What follows belongs to an exercise in optimizing a design on an open flow for small area, a short achievable clock period and few clock cycles; a production flow would make more cautious choices.
Function was checked by simulation only, so behaviour that the tests miss may differ from the original.
Power and IR drop assume default switching activity.

==> flow/design.v <==
module tc_engine (
    input  wire        clk,
    input  wire        rst,           
    input  wire        cmd_valid,
    output reg         cmd_ready,
    input  wire [1:0]  cmd_op,        
    input  wire [47:0] cmd_data,      
    input  wire [15:0] cmd_cent,      
    input  wire        cmd_midf,      
    output reg         done,
    output reg  [2:0]  done_evt,      
    output reg  [2:0]  eng_state,
    output reg         mode,
    output wire [3:0]  err_code,
    output reg  [5:0]  sec,
    output reg  [5:0]  min,
    output reg  [4:0]  hr,
    output wire [31:0] days,
    output reg  [1:0]  page,
    output reg  [15:0] cent,
    output reg         midf,
    output reg         bank,
    output wire [1:0]  blink,
    output reg         lcd_on,
    output wire [47:0] disp0,         
    output wire [47:0] disp1
);
    localparam [1:0] OP_TICK = 2'd0, OP_COMMIT = 2'd1, OP_LAUNCH = 2'd2, OP_RESTORE = 2'd3;
    localparam [2:0] ST_IDLE = 3'd0, ST_COUNTING = 3'd2, ST_UNLOCKING = 3'd3,
                     ST_TERMINAL = 3'd4, ST_ERROR = 3'd5;
    localparam [3:0] PH_IDLE = 4'd0, PH_COMMIT = 4'd1, PH_RV = 4'd2, PH_R1 = 4'd3,
                     PH_RC = 4'd4, PH_R2 = 4'd5, PH_RADD = 4'd6, PH_DD = 4'd7,
                     PH_DAY = 4'd8, PH_CENT = 4'd9, PH_CFIN = 4'd10;
    localparam [23:0] CD_BLANK = 24'hFFFFFF, CD_ERR = 24'hEAAFF2, CD_NINES = 24'h999999;
    function [6:0] f60;
        input [6:0] i;
        begin
            f60[0] = (i[0]);
            f60[1] = (!i[6] & !i[5] & !i[4] & !i[2] & i[1]) | (i[5] & !i[4] & !i[3] & !i[2] & !i[1]) | (i[6] & !i[4] & i[2] & !i[1]) | (i[5] & !i[4] & i[2] & i[1]) | (!i[6] & !i[5] & !i[4] & i[3]) | (i[6] & i[4] & !i[3] & !i[2] & !i[1]) | (i[5] & i[4] & !i[2] & i[1]) | (!i[6] & !i[5] & i[4] & i[2] & !i[1]) | (i[5] & i[4] & i[3]) | (i[6] & i[4] & i[2] & i[1]);
            f60[2] = (!i[6] & !i[5] & !i[4] & i[2] & !i[1]) | (i[6] & !i[4] & !i[3] & !i[2] & !i[1]) | (i[5] & !i[4] & !i[2] & i[1]) | (i[6] & !i[4] & i[2] & i[1]) | (i[5] & !i[4] & i[3]) | (!i[6] & !i[5] & i[4] & !i[3] & !i[2] & !i[1]) | (i[6] & i[4] & !i[2] & i[1]) | (i[5] & i[4] & i[2] & !i[1]) | (i[6] & i[4] & i[3]) | (!i[6] & !i[5] & i[4] & i[2] & i[1]);
            f60[3] = (!i[5] & !i[4] & i[2] & i[1]) | (!i[6] & !i[5] & i[3]) | (i[5] & !i[3] & !i[2]) | (i[6] & !i[4] & i[1]) | (i[6] & i[2]) | (i[6] & i[4] & i[3]) | (i[5] & i[4] & !i[3] & !i[1]) | (!i[6] & !i[5] & i[4] & !i[2] & !i[1]);
            f60[4] = (!i[6] & !i[5] & i[4] & i[1]) | (!i[6] & !i[5] & i[4] & i[2]) | (i[5] & !i[4] & !i[3] & !i[2]) | (i[6] & !i[4] & !i[3]) | (!i[6] & i[4] & i[3]) | (!i[6] & i[4] & i[2] & i[1]);
            f60[5] = (i[5] & i[2]) | (i[6] & !i[4] & !i[3]) | (i[5] & i[3]) | (i[5] & i[4]);
            f60[6] = (i[6] & i[3]) | (i[6] & i[4]);
        end
    endfunction
    function [9:0] f24;
        input [9:0] i;
        begin
            f24[0] = (i[0]);
            f24[1] = (i[9] & !i[5] & i[2] & !i[1]) | (i[9] & i[3]) | (!i[9] & !i[8] & i[5] & i[4] & !i[3] & !i[2] & !i[1]) | (i[9] & i[5] & !i[2] & i[1]) | (!i[8] & i[6] & !i[3] & !i[2] & !i[1]) | (i[8] & i[7] & !i[3] & !i[1]) | (i[7] & i[2] & !i[1]) | (!i[8] & i[7] & i[3]) | (i[8] & !i[7] & !i[6] & !i[5] & i[3]) | (i[6] & i[4] & !i[3] & !i[2] & !i[1]) | (i[8] & i[6] & !i[5] & i[2] & i[1]) | (i[6] & i[5] & !i[3] & !i[2] & !i[1]) | (i[8] & !i[6] & i[5] & i[1]) | (!i[9] & !i[8] & !i[7] & !i[6] & !i[4] & i[1]) | (!i[9] & !i[7] & !i[6] & !i[5] & !i[2] & i[1]) | (!i[8] & i[6] & i[4] & i[2] & !i[1]) | (!i[9] & !i[8] & !i[7] & !i[6] & i[2] & i[1]) | (i[7] & i[4] & i[3]) | (!i[8] & i[6] & i[5] & i[4] & i[3]) | (!i[8] & i[6] & i[5] & i[2] & !i[1]) | (i[6] & !i[5] & !i[4] & i[2] & i[1]) | (i[8] & i[5] & !i[4] & i[2] & i[1]) | (i[6] & i[5] & i[4] & i[2] & !i[1]) | (i[8] & i[6] & !i[5] & !i[4] & i[1]);
            f24[2] = (!i[9] & !i[8] & !i[7] & !i[6] & !i[5] & i[2]) | (i[8] & !i[7] & !i[6] & !i[5] & !i[3] & !i[2]) | (i[8] & i[7] & !i[4] & i[2] & !i[1]) | (i[9] & !i[5] & !i[4] & i[3]) | (!i[8] & i[7] & !i[4] & i[3]) | (i[8] & i[7] & i[4] & i[2] & i[1]) | (i[8] & i[7] & i[4] & i[3]) | (i[9] & i[5] & !i[3] & !i[2]) | (i[8] & !i[6] & i[5] & i[2]) | (!i[9] & !i[8] & !i[6] & i[5] & i[3]) | (!i[8] & i[6] & !i[5] & !i[4] & !i[3] & !i[2] & !i[1]) | (i[8] & i[6] & !i[5] & i[3]) | (!i[8] & i[6] & !i[5] & i[4] & !i[2] & i[1]) | (i[8] & i[6] & i[5] & !i[4] & !i[3] & !i[2] & !i[1]) | (!i[8] & i[6] & i[5] & !i[4] & !i[2] & i[1]) | (!i[8] & i[6] & i[5] & !i[4] & i[2] & !i[1]) | (i[8] & i[6] & i[5] & i[4] & !i[2] & i[1]) | (i[8] & i[5] & i[4] & i[2] & !i[1]) | (!i[8] & i[6] & i[5] & i[4] & i[2] & i[1]) | (!i[8] & !i[6] & !i[5] & !i[4] & i[2] & i[1]) | (i[8] & i[7] & !i[4] & !i[2] & i[1]) | (!i[9] & !i[8] & i[5] & i[4] & i[3]) | (i[8] & i[6] & !i[5] & i[4] & !i[2] & !i[1]) | (!i[8] & i[6] & !i[5] & i[4] & i[2] & !i[1]) | (!i[8] & !i[6] & i[5] & i[4] & !i[3] & !i[2] & !i[1]);
            f24[3] = (!i[8] & i[7] & !i[3] & !i[2] & !i[1]) | (i[9] & !i[5] & !i[3] & !i[2] & !i[1]) | (i[8] & !i[7] & !i[6] & !i[5] & i[2] & !i[1]) | (i[8] & i[7] & !i[4] & i[2] & i[1]) | (!i[9] & !i[8] & !i[7] & !i[6] & !i[5] & i[3]) | (i[9] & i[5] & i[2] & !i[1]) | (!i[8] & i[6] & !i[5] & !i[4] & !i[2] & i[1]) | (i[8] & i[6] & i[5] & !i[4] & !i[2] & i[1]) | (!i[8] & i[6] & i[5] & !i[4] & i[2] & i[1]) | (i[8] & !i[6] & i[5] & i[3]) | (!i[9] & !i[8] & !i[6] & i[5] & i[4] & !i[2] & i[1]) | (i[8] & i[6] & !i[5] & i[4] & !i[2] & i[1]) | (!i[8] & i[6] & !i[5] & i[4] & i[2] & i[1]) | (i[8] & i[6] & i[5] & i[4] & i[2] & i[1]);
            f24[4] = (i[9] & !i[5] & !i[4] & i[1]) | (i[9] & !i[5] & !i[4] & i[2]) | (i[9] & !i[4] & i[3]) | (i[9] & !i[4] & i[2] & i[1]) | (!i[8] & i[6] & !i[4] & !i[3] & !i[2]) | (i[7] & !i[4] & i[1]) | (i[8] & i[7] & !i[4] & !i[3]) | (i[7] & !i[4] & i[2]) | (i[8] & !i[6] & !i[5] & !i[4] & i[2] & i[1]) | (!i[8] & i[7] & !i[4] & i[3]) | (i[8] & !i[7] & !i[6] & !i[5] & !i[4] & i[3]) | (i[8] & i[6] & !i[5] & i[4] & i[2]) | (i[6] & i[5] & !i[4] & !i[3] & !i[2]) | (i[8] & !i[6] & i[5] & i[4]) | (!i[9] & !i[8] & !i[7] & !i[6] & !i[5] & i[4]) | (i[8] & i[6] & i[4] & i[3]) | (!i[8] & i[6] & i[5] & !i[4] & !i[3]) | (i[9] & i[4] & !i[3] & !i[2] & !i[1]) | (!i[6] & i[5] & i[4] & i[2] & !i[1]) | (i[8] & !i[7] & !i[6] & i[4] & !i[3] & !i[1]) | (i[6] & !i[5] & i[4] & i[3]) | (!i[9] & !i[6] & i[5] & i[4] & i[3]) | (i[9] & i[5] & i[4] & !i[3] & !i[2]) | (!i[9] & !i[6] & i[5] & i[4] & i[2]) | (i[8] & !i[7] & !i[6] & i[4] & !i[2] & i[1]) | (!i[8] & i[7] & i[4] & !i[3] & !i[2] & !i[1]);
            f24[5] = (i[8] & i[7] & !i[4] & i[3]) | (i[8] & i[7] & i[4] & !i[3] & !i[2] & !i[1]) | (!i[8] & i[7] & i[4] & !i[2] & i[1]) | (i[9] & !i[5] & i[4] & !i[2] & i[1]) | (!i[8] & i[7] & i[4] & i[2] & !i[1]) | (i[9] & !i[5] & i[4] & i[2] & !i[1]) | (i[8] & !i[7] & !i[6] & !i[5] & i[4] & i[2] & i[1]) | (i[8] & !i[7] & !i[6] & !i[5] & i[4] & i[3]) | (!i[9] & !i[8] & !i[6] & i[5] & !i[4] & !i[3] & !i[2]) | (i[9] & i[5] & i[4] & i[2] & i[1]) | (i[8] & i[6] & !i[5] & !i[4] & !i[3] & !i[2]) | (i[8] & i[6] & i[5] & !i[4] & i[2]) | (!i[8] & i[6] & !i[5] & !i[4] & i[2]) | (!i[8] & i[6] & i[5] & !i[4] & i[3]) | (!i[8] & i[6] & i[5] & i[4] & !i[3] & !i[2] & !i[1]) | (i[9] & i[5] & i[4] & i[3]);
            f24[6] = (i[9] & i[4] & i[2] & i[1]) | (i[9] & i[4] & i[3]) | (i[9] & i[5]) | (!i[6] & i[5] & i[2]) | (!i[6] & i[5] & i[3]) | (i[7] & !i[4]) | (i[7] & !i[3] & !i[2] & !i[1]) | (i[8] & !i[6] & i[5]) | (!i[6] & i[5] & i[4]) | (i[6] & !i[5] & !i[4] & !i[3] & !i[2]) | (i[5] & i[4] & i[3]) | (i[8] & i[5] & i[3]) | (i[8] & i[5] & i[4]) | (i[5] & i[4] & i[1]) | (i[5] & i[4] & i[2]) | (!i[8] & i[6] & !i[5] & !i[4] & !i[3]) | (!i[8] & i[7] & !i[3] & !i[2]) | (!i[8] & i[7] & i[2] & !i[1]);
            f24[7] = (i[6] & i[3]) | (i[6] & i[4]) | (i[7] & !i[4]) | (i[7] & !i[3] & !i[2] & !i[1]) | (i[8] & i[6] & i[2]) | (i[6] & i[5]) | (!i[8] & i[7] & !i[3] & !i[2]) | (!i[8] & i[7] & i[2] & !i[1]);
            f24[8] = (!i[8] & i[7] & i[4] & i[2] & i[1]) | (!i[8] & i[7] & i[4] & i[3]) | (i[8] & !i[7]) | (i[8] & !i[4]) | (i[8] & !i[3] & !i[2] & !i[1]);
            f24[9] = (i[9]) | (i[8] & i[7] & i[4] & i[1]) | (i[8] & i[7] & i[4] & i[3]) | (i[8] & i[7] & i[4] & i[2]);
        end
    endfunction
    function [7:0] yadd_s;
        input [6:0] i;
        begin
            yadd_s[0] = (i[0]);
            yadd_s[1] = (!i[3] & !i[2] & !i[1]) | (i[2] & i[1]);
            yadd_s[2] = (!i[2] & !i[1]);
            yadd_s[3] = (!i[2] & i[1]);
            yadd_s[4] = (!i[4] & i[2]) | (!i[4] & i[3]) | (i[4] & !i[3] & !i[2]);
            yadd_s[5] = (i[5] & i[4] & i[2]) | (i[6] & !i[4]) | (i[6] & !i[3] & !i[2]) | (i[5] & i[4] & i[3]);
            yadd_s[6] = (!i[6] & !i[5] & !i[4]) | (!i[6] & !i[5] & !i[3] & !i[2]) | (i[6] & i[4] & i[2]) | (i[6] & i[4] & i[3]);
            yadd_s[7] = (i[4] & i[2]) | (i[4] & i[3]) | (i[5]) | (i[6]);
        end
    endfunction
    function [7:0] yadd_m;
        input [7:0] i;
        begin
            yadd_m[0] = (i[7] & !i[0]) | (!i[7] & i[0]);
            yadd_m[1] = (i[7] & i[1] & i[0]) | (i[2] & !i[1] & !i[0]) | (!i[7] & i[2] & !i[1]) | (!i[7] & i[3]) | (i[3] & !i[0]);
            yadd_m[2] = (i[7] & i[2] & i[0]) | (i[2] & i[1]) | (!i[7] & i[3]) | (i[3] & !i[0]);
            yadd_m[3] = (!i[7] & !i[3] & !i[2] & !i[1]) | (!i[3] & !i[2] & !i[1] & !i[0]) | (i[7] & i[3] & i[0]);
            yadd_m[4] = (i[7] & !i[4] & i[0]) | (!i[4] & i[1]) | (!i[4] & i[2]) | (!i[4] & i[3]) | (!i[7] & i[4] & !i[3] & !i[2] & !i[1]) | (i[4] & !i[3] & !i[2] & !i[1] & !i[0]);
            yadd_m[5] = (i[5] & i[4] & i[3]) | (i[7] & i[5] & i[4] & i[0]) | (i[5] & i[4] & i[1]) | (i[5] & i[4] & i[2]) | (i[6] & !i[4]) | (!i[7] & i[6] & !i[3] & !i[2] & !i[1]) | (i[6] & !i[3] & !i[2] & !i[1] & !i[0]);
            yadd_m[6] = (!i[6] & !i[5] & !i[4]) | (!i[7] & !i[6] & !i[5] & !i[3] & !i[2] & !i[1]) | (i[6] & i[4] & i[1]) | (i[6] & i[4] & i[3]) | (!i[6] & !i[5] & !i[3] & !i[2] & !i[1] & !i[0]) | (i[7] & i[6] & i[4] & i[0]) | (i[6] & i[4] & i[2]);
            yadd_m[7] = (i[4] & i[1]) | (i[7] & i[4] & i[0]) | (i[4] & i[2]) | (i[4] & i[3]) | (i[5]) | (i[6]);
        end
    endfunction
    function [6:0] yadd_h;
        input [6:0] i;
        begin
            yadd_h[0] = (!i[6] & !i[0]) | (i[6] & i[0]);
            yadd_h[1] = (!i[3] & !i[2] & !i[1] & i[0]) | (i[6] & !i[3] & !i[2] & !i[1]) | (!i[6] & !i[2] & i[1] & !i[0]) | (i[6] & i[2] & i[1]) | (!i[6] & i[3] & !i[0]) | (i[2] & i[1] & i[0]);
            yadd_h[2] = (i[5] & i[1] & i[0]) | (i[6] & i[5] & i[1]) | (!i[5] & !i[3] & !i[2] & !i[1]) | (!i[4] & i[3] & i[0]) | (!i[6] & !i[5] & !i[3] & !i[2] & !i[0]) | (i[6] & !i[4] & i[3]);
            yadd_h[3] = (i[6] & !i[5] & !i[2] & i[1]) | (!i[5] & !i[2] & i[1] & i[0]) | (!i[6] & i[2] & !i[1] & !i[0]);
            yadd_h[4] = (!i[4] & i[2] & i[0]) | (i[6] & !i[4] & i[2]) | (!i[4] & i[2] & i[1]) | (!i[4] & i[3]) | (i[4] & !i[3] & !i[2]) | (!i[6] & i[4] & !i[3] & !i[1] & !i[0]);
            yadd_h[5] = (i[6] & i[4] & i[2]) | (!i[6] & i[4] & i[3] & !i[0]) | (i[4] & i[2] & i[0]) | (i[4] & i[2] & i[1]);
            yadd_h[6] = (i[5]) | (i[6] & i[4] & i[3]) | (i[4] & i[3] & i[0]);
        end
    endfunction
    function [19:0] mrom;
        input [5:0] i;
        begin
            mrom[0] = 1'b1;
            mrom[1] = 1'b1;
            mrom[2] = (i[5] & i[2] & i[1]) | (!i[5] & i[4] & i[1]) | (i[5] & !i[4] & !i[2] & i[0]) | (!i[5] & !i[3] & !i[1] & i[0]) | (!i[5] & !i[4] & !i[1] & !i[0]) | (i[5] & i[4] & !i[1] & !i[0]);
            mrom[3] = (!i[5] & !i[1] & i[0]) | (!i[4] & !i[3] & !i[2]) | (i[2] & i[1] & !i[0]) | (!i[5] & i[3]) | (i[3] & i[0]) | (i[5] & !i[2] & i[1]) | (i[5] & i[2] & !i[0]);
            mrom[4] = (!i[4] & !i[3] & !i[2] & !i[1]) | (i[2] & i[1]) | (i[1] & !i[0]) | (!i[5] & !i[3] & !i[1] & i[0]) | (i[5] & i[3] & !i[0]);
            mrom[5] = (!i[2] & i[1]) | (i[5] & !i[4] & !i[3] & !i[1]) | (!i[5] & !i[3] & !i[2] & i[0]) | (i[2] & !i[1] & !i[0]);
            mrom[6] = (!i[4]) | (!i[1] & !i[0]) | (i[5] & !i[1]);
            mrom[7] = (i[0]);
            mrom[8] = (!i[4] & !i[1]) | (i[4] & i[1]);
            mrom[9] = (!i[4] & !i[2] & !i[1]) | (i[2] & i[1]);
            mrom[10] = (!i[3] & !i[2] & !i[1]) | (i[4]);
            mrom[11] = (!i[4] & !i[3] & !i[2] & !i[1]);
            mrom[12] = (!i[4] & !i[3] & !i[2] & !i[1]);
            mrom[13] = (!i[4] & !i[3] & !i[2] & !i[1]);
            mrom[14] = (!i[4] & !i[3] & !i[2] & !i[1]);
            mrom[15] = (!i[4] & !i[3] & !i[2] & !i[1]);
            mrom[16] = (!i[4] & !i[3] & !i[2] & !i[1]);
            mrom[17] = (!i[4] & !i[3] & !i[2] & !i[1]);
            mrom[18] = (!i[4] & !i[3] & !i[2] & !i[1]);
            mrom[19] = (!i[4] & !i[3] & !i[2] & !i[1]);
        end
    endfunction
    function [5:0] b2b6;
        input [6:0] i;
        begin
            b2b6[0] = (i[0]);
            b2b6[1] = (!i[4] & i[1]) | (i[4] & !i[1]);
            b2b6[2] = (!i[5] & !i[4] & i[2]) | (!i[5] & i[4] & !i[2] & i[1]) | (i[5] & !i[4] & !i[2]) | (i[5] & !i[2] & !i[1]) | (!i[5] & i[2] & !i[1]) | (i[5] & i[4] & i[2] & i[1]);
            b2b6[3] = (!i[6] & !i[4] & i[3]) | (i[5] & !i[4] & i[2]) | (i[6] & !i[4] & !i[3]) | (i[6] & i[4] & i[3]) | (i[6] & i[2] & i[1]) | (!i[6] & !i[5] & i[4] & !i[3] & !i[2]) | (i[5] & i[4] & !i[3] & !i[2] & !i[1]) | (!i[6] & !i[5] & i[4] & !i[3] & !i[1]);
            b2b6[4] = (!i[5] & i[4] & i[2] & i[1]) | (!i[5] & i[4] & i[3]) | (i[5] & !i[4]) | (i[6] & i[3]) | (i[5] & !i[3] & !i[2] & !i[1]) | (i[6] & i[4]);
            b2b6[5] = (i[5] & i[4] & i[1]) | (i[5] & i[4] & i[2]) | (i[5] & i[4] & i[3]) | (i[6]);
        end
    endfunction
    function [4:0] b2b5;
        input [5:0] i;
        begin
            b2b5[0] = (i[0]);
            b2b5[1] = (!i[4] & i[1]) | (i[4] & !i[1]);
            b2b5[2] = (i[5]) | (!i[4] & i[2]) | (i[4] & !i[2] & i[1]) | (i[2] & !i[1]);
            b2b5[3] = (!i[4] & i[3]) | (i[4] & !i[3] & !i[2]) | (i[4] & !i[3] & !i[1]);
            b2b5[4] = (i[5]) | (i[4] & i[3]) | (i[4] & i[2] & i[1]);
        end
    endfunction
    function [6:0] glyph;
        input [3:0] i;
        begin
            glyph[0] = (!i[3] & i[1]) | (i[3] & !i[1]) | (i[2] & !i[1] & i[0]) | (i[2] & i[1] & !i[0]) | (!i[3] & !i[2] & !i[0]);
            glyph[1] = (!i[3] & !i[2]) | (!i[1] & !i[0]) | (!i[3] & i[1] & i[0]) | (!i[2] & i[0]);
            glyph[2] = (!i[1]) | (!i[3] & i[2]) | (!i[3] & i[0]);
            glyph[3] = (i[2] & !i[1] & i[0]) | (i[3] & !i[1]) | (!i[3] & i[1] & !i[0]) | (!i[2] & i[1] & i[0]) | (i[2] & i[1] & !i[0]) | (!i[3] & !i[2] & !i[0]);
            glyph[4] = (!i[2] & !i[0]) | (i[1] & !i[0]);
            glyph[5] = (!i[1] & !i[0]) | (i[2] & !i[1]) | (i[2] & !i[0]) | (i[3] & !i[1]);
            glyph[6] = (!i[2] & i[1]) | (i[2] & !i[1]) | (i[2] & !i[0]) | (i[3] & !i[2]);
        end
    endfunction
    function [3:0] add3;
        input [3:0] i;
        begin
            add3[0] = (i[3] & !i[0]) | (!i[3] & !i[2] & i[0]) | (i[2] & i[1] & !i[0]);
            add3[1] = (i[3] & !i[0]) | (!i[2] & i[1]) | (i[1] & i[0]);
            add3[2] = (i[3] & i[0]) | (i[2] & !i[1] & !i[0]);
            add3[3] = (i[2] & i[0]) | (i[3]) | (i[2] & i[1]);
        end
    endfunction
    function [3:0] inc10;
        input [3:0] i;
        begin
            inc10[0] = (!i[0]) | (i[3] & i[1]);
            inc10[1] = (!i[3] & !i[1] & i[0]) | (i[1] & !i[0]);
            inc10[2] = (!i[2] & i[1] & i[0]) | (i[2] & !i[1]) | (i[2] & !i[0]);
            inc10[3] = (i[3] & !i[0]) | (!i[3] & i[2] & i[1] & i[0]);
        end
    endfunction
    function [3:0] dec10;
        input [3:0] i;
        begin
            dec10[0] = (!i[0]);
            dec10[1] = (i[3] & !i[0]) | (i[1] & i[0]) | (i[2] & !i[1] & !i[0]);
            dec10[2] = (i[3] & !i[0]) | (i[2] & i[0]) | (i[2] & i[1]);
            dec10[3] = (!i[3] & !i[2] & !i[1] & !i[0]) | (i[3] & i[0]);
        end
    endfunction
    function [4:0] ud9;
        input [4:0] i;
        begin
            ud9[0] = (!i[0]);
            ud9[1] = (!i[4] & i[1] & i[0]) | (!i[4] & i[2] & !i[1] & !i[0]) | (!i[4] & i[3] & !i[0]) | (i[4] & !i[3] & !i[1] & i[0]) | (i[4] & i[1] & !i[0]);
            ud9[2] = (!i[4] & i[3] & !i[0]) | (i[4] & !i[2] & i[1] & i[0]) | (i[2] & !i[1] & i[0]) | (i[2] & i[1] & !i[0]) | (i[4] & i[2] & !i[0]) | (!i[4] & i[2] & i[0]);
            ud9[3] = (!i[4] & !i[3] & !i[2] & !i[1] & !i[0]) | (i[4] & i[3] & !i[0]) | (!i[4] & i[3] & i[0]) | (i[4] & i[2] & i[1] & i[0]);
            ud9[4] = (!i[4] & !i[3] & !i[2] & !i[1] & !i[0]) | (i[4] & i[3] & i[0]);
        end
    endfunction
    function [3:0] ud5;
        input [3:0] i;
        begin
            ud5[0] = (!i[0]);
            ud5[1] = (i[3] & !i[2] & !i[1] & i[0]) | (i[3] & i[1] & !i[0]) | (!i[3] & i[1] & i[0]) | (!i[3] & i[2] & !i[0]);
            ud5[2] = (!i[3] & !i[2] & !i[1] & !i[0]) | (i[3] & i[1] & i[0]) | (i[3] & i[2] & !i[0]) | (!i[3] & i[2] & i[0]);
            ud5[3] = (!i[3] & !i[2] & !i[1] & !i[0]) | (i[3] & i[2] & i[0]);
        end
    endfunction
    function [6:0] udh;
        input [6:0] i;
        begin
            udh[0] = (!i[0]);
            udh[1] = (!i[6] & !i[5] & !i[4] & !i[1] & !i[0]) | (i[6] & !i[3] & !i[1] & i[0]) | (i[6] & i[1] & !i[0]) | (!i[6] & i[1] & i[0]) | (!i[6] & i[3] & !i[0]) | (!i[6] & i[2] & !i[1] & !i[0]);
            udh[2] = (i[6] & !i[5] & !i[2] & i[1] & i[0]) | (!i[6] & i[3] & !i[0]) | (!i[6] & i[2] & i[1]) | (i[2] & !i[1] & i[0]) | (i[6] & i[2] & !i[0]);
            udh[3] = (!i[6] & i[5] & !i[1] & !i[0]) | (i[6] & i[2] & i[1] & i[0]) | (i[6] & i[3] & !i[0]) | (!i[6] & i[4] & !i[3] & !i[2] & !i[1] & !i[0]) | (!i[6] & i[3] & i[0]);
            udh[4] = (i[4] & i[1]) | (!i[6] & i[5] & !i[1] & !i[0]) | (i[6] & !i[4] & i[3] & i[0]) | (i[4] & i[2]) | (!i[6] & i[4] & i[0]) | (i[6] & i[4] & !i[0]) | (i[6] & i[4] & !i[3]) | (!i[6] & i[4] & i[3]);
            udh[5] = (!i[6] & !i[5] & !i[4] & !i[3] & !i[2] & !i[1] & !i[0]) | (i[6] & i[4] & i[3] & i[0]) | (i[6] & i[5] & !i[0]) | (!i[6] & i[5] & i[1]) | (i[5] & !i[1] & i[0]);
            udh[6] = (!i[6] & !i[5] & !i[4] & !i[3] & !i[2] & !i[1] & !i[0]) | (i[6] & i[5] & i[1] & i[0]);
        end
    endfunction
    function [19:0] yrom;
        input [3:0] i;
        begin
            yrom[0] = (i[0]);
            yrom[1] = (!i[2] & i[1]) | (i[2] & !i[1]);
            yrom[2] = (!i[3] & !i[2] & i[0]) | (!i[3] & !i[1] & i[0]) | (!i[3] & i[2] & i[1] & !i[0]) | (i[3] & !i[2] & !i[0]) | (i[3] & !i[1] & !i[0]) | (i[3] & i[2] & i[1] & i[0]);
            yrom[3] = (!i[3] & !i[2] & i[1]) | (i[3] & !i[1] & i[0]) | (!i[2] & i[1] & !i[0]) | (!i[3] & i[1] & !i[0]);
            yrom[4] = (!i[2] & !i[1] & i[0]) | (i[2] & !i[1] & !i[0]) | (i[2] & i[1] & i[0]) | (!i[3] & !i[2] & i[0]) | (!i[3] & i[2] & i[1]);
            yrom[5] = (!i[3] & !i[2] & !i[1] & i[0]) | (!i[3] & i[1] & !i[0]) | (!i[3] & i[2] & i[1]) | (i[3] & !i[1] & !i[0]) | (i[3] & i[2] & !i[1]) | (i[3] & i[2] & !i[0]);
            yrom[6] = (!i[3] & i[1] & !i[0]) | (i[2] & !i[1] & i[0]) | (i[3] & i[0]);
            yrom[7] = (!i[1] & i[0]) | (i[3] & i[1] & !i[0]);
            yrom[8] = (!i[2] & i[0]) | (!i[2] & i[1]) | (i[2] & !i[1] & !i[0]);
            yrom[9] = (!i[3] & !i[2] & i[1] & !i[0]) | (!i[3] & i[2] & i[0]) | (i[3] & !i[2] & i[0]) | (i[3] & i[2] & !i[0]) | (i[3] & !i[1] & !i[0]);
            yrom[10] = (!i[3] & !i[1] & i[0]) | (i[2] & i[1] & !i[0]) | (!i[2] & !i[1] & i[0]) | (i[3] & i[1] & !i[0]) | (i[3] & i[2] & i[1]);
            yrom[11] = (!i[2] & i[1] & !i[0]) | (i[2] & !i[1] & !i[0]) | (i[2] & i[1] & i[0]) | (!i[3] & i[2] & i[0]);
            yrom[12] = (!i[3] & !i[2] & i[1] & i[0]) | (!i[3] & i[2] & !i[1]) | (i[3] & !i[2] & !i[1]) | (i[3] & i[2] & i[1]) | (i[3] & i[1] & !i[0]) | (i[2] & !i[1] & i[0]);
            yrom[13] = (i[2] & !i[1]) | (i[3] & !i[1]) | (i[3] & !i[0]) | (i[3] & i[2]);
            yrom[14] = (!i[3] & i[2] & i[1]) | (i[3] & !i[2] & !i[1]) | (i[3] & !i[2] & !i[0]);
            yrom[15] = (i[3] & i[1] & i[0]) | (i[3] & i[2]);
            yrom[16] = 1'b0;
            yrom[17] = 1'b0;
            yrom[18] = 1'b0;
            yrom[19] = 1'b0;
        end
    endfunction
    function [19:0] crom;
        input [1:0] i;
        begin
            crom[0] = (i[0]);
            crom[1] = (i[1]);
            crom[2] = (i[0]);
            crom[3] = (!i[1] & i[0]) | (i[1] & !i[0]);
            crom[4] = (i[1] & !i[0]);
            crom[5] = (!i[1] & i[0]);
            crom[6] = (i[1] & !i[0]);
            crom[7] = (!i[1] & i[0]);
            crom[8] = (i[1] & !i[0]);
            crom[9] = (!i[1] & i[0]);
            crom[10] = (i[0]) | (i[1]);
            crom[11] = (i[0]) | (i[1]);
            crom[12] = (i[1] & !i[0]);
            crom[13] = (i[1] & i[0]);
            crom[14] = 1'b0;
            crom[15] = (i[0]);
            crom[16] = (i[1]);
            crom[17] = 1'b0;
            crom[18] = 1'b0;
            crom[19] = 1'b0;
        end
    endfunction
    function [19:0] radd;
        input [19:0] a, b;
        input        ci;
        reg c;
        integer i;
        begin
            c = ci;
            for (i = 0; i < 20; i = i + 1) begin
                radd[i] = a[i] ^ b[i] ^ c;
                c = (a[i] & b[i]) | (c & (a[i] ^ b[i]));
            end
        end
    endfunction
    function [23:0] dd2;
        input [23:0] x;
        input [1:0]  b;
        reg [23:0] y;
        integer k;
        begin
            for (k = 0; k < 6; k = k + 1) y[4*k +: 4] = add3(x[4*k +: 4]);
            y = {y[22:0], b[1]};
            for (k = 0; k < 6; k = k + 1) y[4*k +: 4] = add3(y[4*k +: 4]);
            dd2 = {y[22:0], b[0]};
        end
    endfunction
    function [23:0] page_inc;
        input [23:0] x;
        reg c;
        integer k;
        begin
            c = 1'b1;
            for (k = 0; k < 6; k = k + 1) begin
                page_inc[4*k +: 4] = c ? inc10(x[4*k +: 4]) : x[4*k +: 4];
                c = c & (x[4*k +: 4] == 4'd9);
            end
        end
    endfunction
    function [23:0] blank_lead;
        input [23:0] x;
        reg lead;
        integer k;
        begin
            lead = 1'b1;
            for (k = 5; k >= 0; k = k - 1) begin
                if (x[4*k +: 4] != 4'd0 || k == 0) lead = 1'b0;
                blank_lead[4*k +: 4] = lead ? 4'hF : x[4*k +: 4];
            end
        end
    endfunction
    function ge1e6;
        input [19:0] v;
        reg gt, eq;
        integer i;
        reg [19:0] c;
        begin
            c = 20'd1000000; gt = 1'b0; eq = 1'b1;
            for (i = 19; i >= 0; i = i - 1) begin
                gt = gt | (eq & v[i] & !c[i]);
                eq = eq & (v[i] == c[i]);
            end
            ge1e6 = gt | eq;
        end
    endfunction
    reg [23:0] cd;                    
    reg [19:0] dys;                   
    reg [23:0] dbcd;                  
    reg [15:0] dic;                   
    reg        errf;                  
    reg        blinkf;                
    reg [3:0]  ph;
    reg [3:0]  cnt;
    reg        flag;                  
    reg [3:0]  qreg;                  
    reg        yl;                    
    reg        mflag;                 
    assign days = {12'd0, dys};
    assign err_code = {2'b00, errf, 1'b0};
    assign blink = {blinkf, 1'b0};
    genvar gp;
    generate
        for (gp = 0; gp < 6; gp = gp + 1) begin : g_disp
            assign disp0[8*gp +: 8] = {1'b0, glyph(cd[4*gp +: 4])};
            assign disp1[8*gp +: 8] = {1'b0, glyph(dbcd[4*gp +: 4])};
        end
    endgenerate
    wire [3:0] s_o = cd[3:0],   s_t = cd[7:4];
    wire [3:0] m_o = cd[11:8],  m_t = cd[15:12];
    wire [3:0] h_o = cd[19:16], h_t = cd[23:20];
    wire hms_one  = cd == 24'd1;
    wire dys_zero = dys == 20'd0;
    wire [4:0] t0 = ud9({mode, s_o});
    wire [3:0] t1 = ud5({mode, s_t[2:0]});
    wire [4:0] t2 = ud9({mode, m_o});
    wire [3:0] t3 = ud5({mode, m_t[2:0]});
    wire [6:0] th = udh({mode, h_t[1:0], h_o});
    wire e1 = t0[4], e2 = e1 & t1[3], e3 = e2 & t2[4], e4 = e3 & t3[3];
    wire full = e4 & th[6];
    wire [23:0] cd_tick = {e4 ? {2'b00, th[5:0]} : cd[23:16],
                           e3 ? {1'b0, t3[2:0]} : m_t, e2 ? t2[3:0] : m_o,
                           e1 ? {1'b0, t1[2:0]} : s_t, t0[3:0]};
    wire [23:0] bsrc = (ph == PH_IDLE) ? cd_tick : cd;
    wire [5:0]  b_sec = b2b6({bsrc[6:4], bsrc[3:0]});
    wire [5:0]  b_min = b2b6({bsrc[14:12], bsrc[11:8]});
    wire [4:0]  b_hr  = b2b5({bsrc[21:20], bsrc[19:16]});
    wire [1:0] pg_rot = (dys_zero && !full) ? 2'd0 : (page == 2'd2) ? 2'd0 : page + 2'd1;
    wire [3:0] cx = dbcd[19:16];      
    wire [1:0] cu = dbcd[21:20];      
    wire [6:0] fs = f60({s_t[2:0], s_o});
    wire [6:0] fm = f60({m_t[2:0], m_o});
    wire [3:0] xh = (cu == 2'd1) ? cx : fm[6:3];
    wire [9:0] fh = f24({h_t[1:0], h_o, xh});
    wire [7:0] ys = yadd_s({s_t[2:0], s_o});
    wire [7:0] ym = yadd_m({ys[7], m_t[2:0], m_o});
    wire [6:0] yh = yadd_h({ym[7], h_t[1:0], h_o});
    wire [3:0] cq = (cu == 2'd2) ? cx : fh[9:6];     
    wire       c5x = !dys_zero && !flag;              
    wire [3:0] ya = dbcd[23:20], yb = dbcd[19:16];
    wire [3:0] mt = dbcd[15:12], mo = dbcd[11:8];
    wire [3:0] dt = dbcd[7:4],   dn = dbcd[3:0];
    wire leap = !yb[0] && (yb[1] == ya[0]);
    wire feb = (mt == 4'd0) && (mo == 4'd2);
    wire m31 = (mt == 4'd0) ? (mo == 4'd1 || mo == 4'd3 || mo == 4'd5 || mo == 4'd7 || mo == 4'd8)
                            : (mo == 4'd0 || mo == 4'd2);
    wire digs_ok = (ya <= 4'd9) && (yb <= 4'd9) && (mo <= 4'd9) && (dn <= 4'd9)
                && (h_o <= 4'd9) && (m_o <= 4'd9) && (s_o <= 4'd9);
    wire mm_ok = (mt == 4'd0) ? (mo != 4'd0) : (mt == 4'd1) && (mo <= 4'd2);
    wire dd_ok = (dt <= 4'd2) ? ((dt != 4'd0 || dn != 4'd0) && !(feb && dt == 4'd2 && dn == 4'd9 && !leap))
               : (dt == 4'd3) && ((dn == 4'd0 && !feb) || (dn == 4'd1 && m31));
    wire hh_ok = (h_t <= 4'd1) || (h_t == 4'd2 && h_o <= 4'd3);
    wire ts_ok = digs_ok && mm_ok && dd_ok && hh_ok && (m_t <= 4'd5) && (s_t <= 4'd5);
    wire yhi = (ya >= 4'd5);          
    wire [1:0] k2 = cnt[1:0];
    wire cent_big = (cent[15:5] != 11'd0) || (cent[4:2] == 3'b111);
    wire take = cmd_valid && cmd_ready;
    reg        n_ready, n_done, n_mode, n_errf, n_midf, n_bank, n_blinkf, n_lcd;
    reg        n_flag, n_yl, n_mflag;
    reg [3:0]  n_qreg;
    reg        n_bin;                 
    reg [2:0]  n_evt, n_st;
    reg [3:0]  n_ph;
    reg [1:0]  n_page;
    reg [3:0]  n_cnt;
    reg [15:0] n_cent, n_dic;
    reg [19:0] n_dys;
    reg [23:0] n_cd, n_dbcd;
    reg        bzero;
    reg [19:0] a_op, b_op;
    reg        c_in;
    reg [19:0] sum;
    reg [23:0] t24;
    always @(*) begin
        n_ready = cmd_ready; n_done = 1'b0; n_evt = done_evt;
        n_st = eng_state; n_mode = mode; n_errf = errf; n_page = page;
        n_cent = cent; n_midf = midf; n_bank = bank; n_blinkf = blinkf; n_lcd = lcd_on;
        n_cd = cd; n_dys = dys; n_dbcd = dbcd; n_dic = dic;
        n_ph = ph; n_cnt = cnt; n_flag = flag; n_yl = yl; n_mflag = mflag; n_qreg = qreg;
        n_bin = 1'b0; bzero = 1'b0;
        a_op = dys; b_op = 20'd0; c_in = 1'b0;
        t24 = 24'd0;
        case (ph)
        PH_IDLE: begin
            if (mode) c_in = 1'b1; else b_op = 20'hFFFFF;        
        end
        PH_DAY: begin
            a_op = {4'd0, dic}; c_in = 1'b1;
        end
        PH_CENT: begin
            a_op = {4'd0, cent}; c_in = 1'b1;
        end
        PH_COMMIT: begin
            if (yl) begin
                b_op = 20'd365; c_in = yh[6];
            end else if (c5x) begin
                a_op = {dys[17:0], 2'b00}; b_op = dys;
            end else begin
                a_op = {dys[18:0], 1'b0}; b_op = {16'd0, qreg};
            end
        end
        PH_RV: begin
            a_op = {4'd0, dic}; c_in = mflag && !yhi;
        end
        PH_R1: begin
            a_op = (cnt == 4'd3) ? 20'd0 : {dys[18:0], 1'b0};
            case ({ya[k2], yb[k2]})
                2'b00: b_op = 20'd0;
                2'b01: b_op = 20'd1461;
                2'b10: b_op = 20'd14610;
                default: b_op = 20'd16071;
            endcase
        end
        PH_RC: begin
            case (k2)
                2'd2: b_op = mrom({leap, mt[0], mo});
                2'd1: b_op = {13'd0, dt[1:0], dt[1:0], 3'b000};
                default: b_op = {14'd0, dn, 2'b00};
            endcase
        end
        PH_R2: begin
            a_op = {dys[17:0], 2'b00};
            b_op = crom((cnt[1:0] == 2'd2) ? cent[5:4] : (cnt[1:0] == 2'd1) ? cent[3:2] : cent[1:0]);
        end
        default: begin  
            b_op = {4'd0, dic};
        end
        endcase
        sum = radd(a_op, b_op, c_in);
        case (ph)
        PH_IDLE: if (take) begin
            case (cmd_op)
            OP_TICK: begin
                n_done = 1'b1; n_evt = 3'b000;
                if (eng_state == ST_COUNTING && !mode) begin
                    if (full && dys_zero) begin
                        n_st = ST_UNLOCKING; n_evt = 3'b001;
                    end else begin
                        n_cd = cd_tick; n_bin = 1'b1;
                        if (full) n_dys = sum;
                        if (hms_one && dys_zero) begin
                            n_st = ST_UNLOCKING; n_evt = 3'b001;
                        end
                    end
                end else if (eng_state == ST_COUNTING && mode) begin
                    n_cd = cd_tick; n_bin = 1'b1;
                    if (full) begin
                        n_done = 1'b0; n_ready = 1'b0; n_ph = PH_DAY;
                    end
                    if (full && dbcd == CD_NINES) begin
                        n_st = ST_TERMINAL; n_dys = 20'd0; n_page = 2'd0;
                        n_cd = CD_NINES; bzero = 1'b1; n_dbcd = CD_BLANK;
                        n_blinkf = 1'b1; n_bank = 1'b0; n_lcd = 1'b1;
                    end else begin
                        if (full) begin
                            n_dys = sum; n_dbcd = page_inc(dbcd);
                        end
                        n_page = pg_rot;
                        if (pg_rot != 2'd2) begin
                            n_bank = pg_rot[0]; n_lcd = 1'b1;
                        end else n_lcd = 1'b0;
                    end
                end
            end
            default: begin  
                n_ready = 1'b0;
                n_cd = cmd_data[23:0]; n_dbcd = cmd_data[47:24]; n_dic = cmd_cent; n_mflag = cmd_midf;
                n_ph = PH_RV; n_cnt = {2'b00, cmd_op};
            end
            endcase
        end
        PH_COMMIT: begin
            if (yl) begin
                n_cd = {2'b00, yh[5:4], yh[3:0], 1'b0, ym[6:4], ym[3:0], 1'b0, ys[6:4], ys[3:0]};
                n_dys = sum;
                if (cx == 4'd1) n_yl = 1'b0;
                n_dbcd[19:16] = cx - 4'd1;
            end else if (flag) begin
                n_dys = sum; n_flag = 1'b0;
                if (cu == 2'd3 && cx != 4'd0) n_yl = 1'b1;
            end else begin
                n_cd = {2'b00, fh[5:4], fh[3:0], 1'b0, fm[2:0], fs[6:3], 1'b0, fs[2:0],
                        (cu == 2'd0) ? cx : 4'd0};
                if (c5x) begin
                    n_dys = sum; n_flag = 1'b1; n_qreg = cq;
                end else begin
                    n_dys = {16'd0, cq};
                    if (cu == 2'd3 && cx != 4'd0) n_yl = 1'b1;
                end
            end
            if (yl ? (cx == 4'd1) : (flag || !c5x) && !(cu == 2'd3 && cx != 4'd0)) begin
                n_dbcd[19:0] = {dbcd[15:0], 4'd0};
                n_cnt = cnt - 4'd1;
                if (cnt == 4'd0) n_ph = PH_CFIN;
            end
        end
        PH_CFIN: begin
            n_st = ST_COUNTING; n_mode = 1'b0; n_page = 2'd0;
            n_bank = 1'b0; n_lcd = 1'b1; n_blinkf = 1'b0;
            n_dbcd = CD_BLANK; n_bin = 1'b1;
            n_ph = PH_IDLE; n_done = 1'b1; n_ready = 1'b1;
        end
        PH_RV: begin
            if (cnt[1:0] == OP_LAUNCH) begin
                n_done = 1'b1; n_evt = 3'b010; n_ready = 1'b1; n_ph = PH_IDLE;
                n_cd = 24'd0; bzero = 1'b1; n_dys = 20'd0; n_cent = 16'd0; n_midf = 1'b0;
                n_dbcd = 24'hFFFFF0; n_dic = 16'd0;
                n_mode = 1'b1; n_page = 2'd0; n_st = ST_COUNTING;
                n_bank = 1'b0; n_lcd = 1'b1; n_blinkf = 1'b0;
            end else if (cnt[1:0] == OP_COMMIT) begin
                n_evt = 3'b010;
                n_cd = 24'd0; n_dys = 20'd0; n_dbcd = {2'b00, cd[21:0]};
                n_ph = PH_COMMIT; n_cnt = 4'd4; n_flag = 1'b0; n_yl = 1'b0;
            end else if (!ts_ok) begin
                n_st = ST_ERROR; n_errf = 1'b1;
                n_blinkf = 1'b1; n_bank = 1'b0; n_lcd = 1'b1;
                n_cd = CD_ERR; n_dbcd = CD_BLANK; n_evt = 3'b000;
                n_ph = PH_IDLE; n_done = 1'b1; n_ready = 1'b1;
            end else begin
                n_cent = sum[15:0]; n_midf = yhi;
                n_evt = {mflag ^ yhi, 2'b00};
                n_ph = PH_R1; n_cnt = 4'd3;
            end
        end
        PH_R1: begin
            n_dys = sum;
            if (cnt != 4'd3 && cent_big) begin
                n_st = ST_TERMINAL; n_dys = 20'd0; n_page = 2'd0;
                n_cd = CD_NINES; bzero = 1'b1; n_dbcd = CD_BLANK;
                n_blinkf = 1'b1; n_bank = 1'b0; n_lcd = 1'b1;
                n_ph = PH_IDLE; n_done = 1'b1; n_ready = 1'b1;
            end
            if (!(cnt != 4'd3 && cent_big)) begin
                n_cnt = cnt - 4'd1;
                if (cnt == 4'd0) begin n_ph = PH_RC; n_cnt = 4'd2; end
            end
        end
        PH_RC: begin
            n_dys = sum;
            n_cnt = cnt - 4'd1;
            if (cnt == 4'd0) begin
                n_dic = sum[17:2]; n_dys = 20'd0;
                n_ph = PH_R2; n_cnt = 4'd2;
            end
        end
        PH_R2: begin
            n_dys = sum;
            n_cnt = cnt - 4'd1;
            if (cnt == 4'd0) n_ph = PH_RADD;
        end
        PH_RADD: begin
            n_dys = sum; n_dbcd = 24'd0;
            n_ph = PH_DD; n_cnt = 4'd9;
        end
        PH_DAY: begin
            n_dic = sum[15:0];
            n_ph = PH_IDLE; n_done = 1'b1; n_ready = 1'b1;
            if (sum[15:0] == 16'd36525) begin
                n_dic = 16'd0; n_midf = 1'b0; n_evt = 3'b100;
                n_ph = PH_CENT; n_done = 1'b0; n_ready = 1'b0;
            end else if (sum[15:0] == 16'd18263 && !midf) begin
                n_midf = 1'b1; n_evt = 3'b100;
            end
        end
        PH_CENT: begin
            n_cent = sum[15:0];
            n_ph = PH_IDLE; n_done = 1'b1; n_ready = 1'b1;
        end
        default: begin  
            t24 = dd2(dbcd, dys[19:18]);
            n_dbcd = t24;
            n_dys = {dys[17:0], dys[19:18]};
            n_cnt = cnt - 4'd1;
            if (cnt == 4'd9 && ge1e6(dys)) begin
                n_st = ST_TERMINAL; n_dys = 20'd0; n_page = 2'd0;
                n_cd = CD_NINES; bzero = 1'b1; n_dbcd = CD_BLANK;
                n_blinkf = 1'b1; n_bank = 1'b0; n_lcd = 1'b1;
                n_ph = PH_IDLE; n_done = 1'b1; n_ready = 1'b1;
            end else if (cnt == 4'd0) begin
                n_dbcd = blank_lead(t24);
                n_st = ST_COUNTING; n_mode = 1'b1; n_page = 2'd0;
                n_bank = 1'b0; n_lcd = 1'b1; n_blinkf = 1'b0; n_bin = 1'b1;
                n_ph = PH_IDLE; n_done = 1'b1; n_ready = 1'b1;
            end
        end
        endcase
    end
    always @(posedge clk) begin
        if (rst) begin
            cmd_ready <= 1'b1;
            done <= 1'b0; done_evt <= 3'b000;
            eng_state <= ST_IDLE; mode <= 1'b0; errf <= 1'b0;
            sec <= 6'd0; min <= 6'd0; hr <= 5'd0;
            dys <= 20'd0; page <= 2'd0; cent <= 16'd0; midf <= 1'b0;
            bank <= 1'b0; blinkf <= 1'b0; lcd_on <= 1'b0;
            cd <= CD_BLANK; dbcd <= CD_BLANK;
            ph <= PH_IDLE;
        end else begin
            cmd_ready <= n_ready; done <= n_done; done_evt <= n_evt;
            eng_state <= n_st; mode <= n_mode; errf <= n_errf;
            page <= n_page; cent <= n_cent; midf <= n_midf;
            bank <= n_bank; blinkf <= n_blinkf; lcd_on <= n_lcd;
            cd <= n_cd; dys <= n_dys; dbcd <= n_dbcd;
            ph <= n_ph;
            if (bzero) begin
                sec <= 6'd0; min <= 6'd0; hr <= 5'd0;
            end else if (n_bin) begin
                sec <= b_sec; min <= b_min; hr <= b_hr;
            end
        end
        dic <= n_dic; cnt <= n_cnt; flag <= n_flag; yl <= n_yl; mflag <= n_mflag; qreg <= n_qreg;
    end
endmodule
==> flow/flow/run.sh <==
#!/bin/bash
# Layout flow: the standard synthesis (standard.sh synth); then ABC maps the
# combinational logic of that netlist again, for area, with every register cell
# kept as it is (same cells, same instance names); then the standard layout
# (standard.sh) on that netlist, with sky130 buf_1 cells as the port buffers.
# Each tool's output goes to a log file of its own in this folder.
set -euo pipefail
R=orfs/results/${FLOW_PLATFORM}/tc_engine/base
LIB=${FLOW_HOME}/platforms/${FLOW_PLATFORM}/lib/sky130_fd_sc_hd__tt_025C_1v80.lib
YOSYS=${FLOW_HOME}/../tools/install/yosys/bin/yosys
export BUFFER_PORTS_ARGS="-buffer_cell sky130_fd_sc_hd__buf_1"

bash standard.sh synth > standard_synth.log 2>&1

cp "$R/1_2_yosys.v" standard_1_2_yosys.v
sed -e "s#LIB#$LIB#g" -e "s#NETLIST#standard_1_2_yosys.v#" -e "s#TOP#$FLOW_TOP#g" \
    -e "s#OUT#$R/1_2_yosys.v#" flow/resynth.ys > resynth_run.ys
"$YOSYS" -s resynth_run.ys > resynth.log 2>&1
rm -f "$R/1_synth.odb" "$R/1_synth.sdc"

bash standard.sh > standard_layout.log 2>&1
==> flow/flow/resynth.ys <==
read_liberty -ignore_miss_func LIB
read_verilog NETLIST
hierarchy -top TOP
setattr -mod -set blackbox 1 sky130_fd_sc_hd__*df*
flatten
opt -purge
abc -liberty LIB -dont_use sky130_fd_sc_hd__lpflow_* -dont_use sky130_fd_sc_hd__probe*
splitnets
opt_clean -purge
hilomap -singleton -hicell sky130_fd_sc_hd__conb_1 HI -locell sky130_fd_sc_hd__conb_1 LO
insbuf -buf sky130_fd_sc_hd__buf_4 A X
rename -hide w:*.*
rename -enumerate
select -module TOP
write_verilog -noattr -nohex -nodec -selected OUT
==> flow/standard.sh <==
#!/bin/bash
# synth_recipe.tcl (not shown) runs the flow's synth.tcl, then flattens the netlist and writes it again
# the make line also repeats each setting of config.mk as NAME=value (left out here)
make -C /OpenROAD-flow-scripts/flow DESIGN_CONFIG=/design/flow/config.mk WORK_HOME=/design/flow/orfs CLKGATE_MAP_FILE= SYNTH_SCRIPT=/design/flow/synth_recipe.tcl "${@:-finish}"
==> flow/config.mk <==
export PLATFORM = sky130hd
export DESIGN_NAME = tc_engine
export DESIGN_NICKNAME = tc_engine
export VERILOG_FILES = /design/flow/design.v
export SDC_FILE = /design/flow/constraint.sdc
export NUM_CORES = 4
export LEC_CHECK = 0
export CAP_MARGIN = 20
export CORE_MARGIN = 2
export CORE_UTILIZATION = 40
export CTS_BUF_LIST = sky130_fd_sc_hd__clkbuf_4 sky130_fd_sc_hd__clkbuf_8
export SETUP_SLACK_MARGIN = 2
export SLEW_MARGIN = 20
==> flow/constraint.sdc <==
create_clock -name core_clock -period 60.0 [get_ports {clk}]
set_input_delay 12.0000 -clock core_clock [delete_from_list [all_inputs] [get_ports {clk}]]
set_output_delay 12.0000 -clock core_clock [all_outputs]
set_load 0.01 [all_outputs]
==> results.ini <==
[global_routing]
grt_start_max_net_pins=54
antenna_found_initial=1
overflow=0
grt_pass1_vias=18122
grt_pass1_wl_um=111000
grtUsageTotal_pct=37.1

[setup_path]
arrival_ns=2.55
crit_type=flop to output port
critPathRequiredTime_ns=48.00
worst-path-buf-inv=2
slowest_delay_ns=0.80
slowest_stage=dfxtp_1
cp.depth=4
path_cells=clkinv_1 -> nand2_1 -> o21ai_0 -> buf_1
crit_family=flip-flops
reg2reg_depth=20
endpoint_kind=output port
crit_fanout=20
start_kind=flop

[detailed_routing]
drc=0
finalWirelength_um=75600
ant_nets=0
drt_iter0_markers=3104
vias=20382
wire_per_inst_um=24.9
via_per_inst=6.71
dr.pass1.iters=8

[clocking]
insertion_delay_ns=0.53
postCtsHoldBufs=0
postCtsSetupRepairBufs=0
h-tree-depth=4
root_buffer=clkbuf_8
cts_resized=0
cts_tree=done
path_clk_slew_ns=0.10
numCtsBuffers=17
clock_path_buffers=2
cts_sinks=148

[final_layout]
area_growth_pct=11.8
fin_cells=3039
fillers=4059
drive_gt1_share_pct=4.12
final_core_util_pct=45.2
nets=2584

[timing]
rsz0062_at_grt=no
fin_worst_skew_ns=0.0234
hold_viol_final=0
setup_viol=0
tns_ns=0
maxSlewHeadroom_pct=21.0
period_share_pct=24.2
final.setup.worst_slack_ns=45.45
max_freq_mhz=68.7
finalWorstPathRequiredPeriod_ns=14.55
slew_violations=0
worst_slew_pin_slew_ns=1.16

[yosys]
netlist_instances=2278
postSynthAreaPerCell_um2=6.63
netlist_area_um2=15100
yosys_warnings=1

[place]
dp.cells=3006
place.gp.congestion=1.04
numPortBuffers=222
place_ws_ns=44.96
place_hpwl_um=55800

[die]
fp.dieArea_um2=39400
die_w_um=198
io_pins=251
die_h_um=198
start_util_pct=40.4
num_rows=71
core_um2=37400

[pwr]
ir_worst_vdd_uv=31.3
finalPower_mw=1.26
p_leak_nw=5.91
p_per_area_nw_per_um2=74.9

[hold_path]
whs_path_depth=2
hp-class=flop to flop

[status]
status=finished clean

[flow_run]
maxCapViolCount=0

## worst min-delay path: cells and delay by family (launching register included)
family | cells | cell delay, ns
compound gates | 1 | 0.05
flops | 1 | 0.34
simple gates | 1 | 0.05
## power by group
group          switching [mW]  leakage [nW]  total, mW  internal, mW
registers              0.0687          1.25      0.212         0.143
logic                   0.667          4.46      0.968         0.301
clock network          0.0473         0.198     0.0851        0.0378
total                   0.783          5.91       1.26         0.482
## metal layers
layer / share of wire (%) / vias to the layer above / global-route usage [%] / routed length [um]
li1: - / 9085 / - / -
met5: 0 / - / 0 / 0
met2: 42 / 1527 / 55.1 / 31800
met3: 12 / 258 / 6.82 / 8710
met4: 4.8 / 0 / 17.1 / 3650
met1: 41 / 9512 / 51.9 / 31300
## stage by stage
stage	cell area [um2]	hold WS, ns
3_3_place_gp	16500	0.443
5_1_grt	16900	0.502
6_report	16900	0.467
4_1_cts	16900	0.470
2_1_floorplan	15200	0.426
3_5_place_dp	16500	0.449
## flip-flops by register name, indices dropped and copies added (netlist names), 2 cells and up
name	count
cent	16
hr	5
dys	20
page	2
dic	16
min	6
cd	24
ph	4
done_evt	3
cnt	4
sec	6
eng_state	3
dbcd	24
qreg	4
## layout make-up
| class | instances | area [um2] | share of cell area, % |
|---|---|---|---|
| diodes | 1 | 2.50 | 0.0148 |
| clock buffers | 19 | 249 | 1.47 |
| clock inverters | 13 | 133 | 0.785 |
| inverters | 40 | 150 | 0.889 |
| multi-input cells | 2026 | 11200 | 66.3 |
| flip-flops and latches | 148 | 3230 | 19.1 |
| well taps | 511 | 639 | 3.79 |
| repair buffers | 281 | 1280 | 7.56 |
## layout by cell type, fill, tap and decap left out, drive strengths merged, types with 18 or more instances in the layout
cell,count
a211oi,36
a21oi,227
a221oi,28
a22oi,29
a31oi,49
and2,22
buf,280
clkbuf,20
clkinv,45
conb,28
dfxtp,121
edfxtp,27
nand2,370
nand2b,67
nand3,96
nand4,24
nor2,264
nor2b,33
nor3,64
nor4,21
o211ai,18
o21ai,254
o221ai,24
o22ai,27
or2,31
xnor2,22
xor2,19
## final timing paths
kind                            slack (ns)             endpoint                  start
worst max-delay path                 45.45            disp1[44]  dbcd[20]$_SDFFE_PP1P_
worst min-delay path                  0.47  min[5]$_SDFFE_PP0P_    min[5]$_SDFFE_PP0P_
worst max register to register       51.94    midf$_SDFFE_PP0P_     ph[1]$_SDFFE_PP0P_
worst min register to register        0.47  min[5]$_SDFFE_PP0P_    min[5]$_SDFFE_PP0P_
Testbench counts, summed over its fixed seeds: cycles 27,322.

separate check: timing with driven ports:
No port has a modelled driver above. Below, the same layout with a new extraction and two added sets of constraints. Step 1 sets driving cells, clkbuf_16 on the clock port and buf_2 on the other inputs (assumed; they add their load-dependent delay and slew). Step 2, shift: input delay + t, output delay - t, t = (earliest + latest rising clock arrival at the registers) / 2. This alone moves slack from input paths to output paths. a / b / c = ideal / step 1 / step 2; a / b = the first two.
t (ns): 0.571
setup slack, ns: 45.451 / 45.394 / 45.076
worst hold slack (ns): 0.467 / 0.467 / 0.467
worst setup path at the end: input to register
After both steps this run still meets setup and hold. For this run, drivers alone change the setup slack by -0.057 ns; drivers and shift together by -0.375 ns.
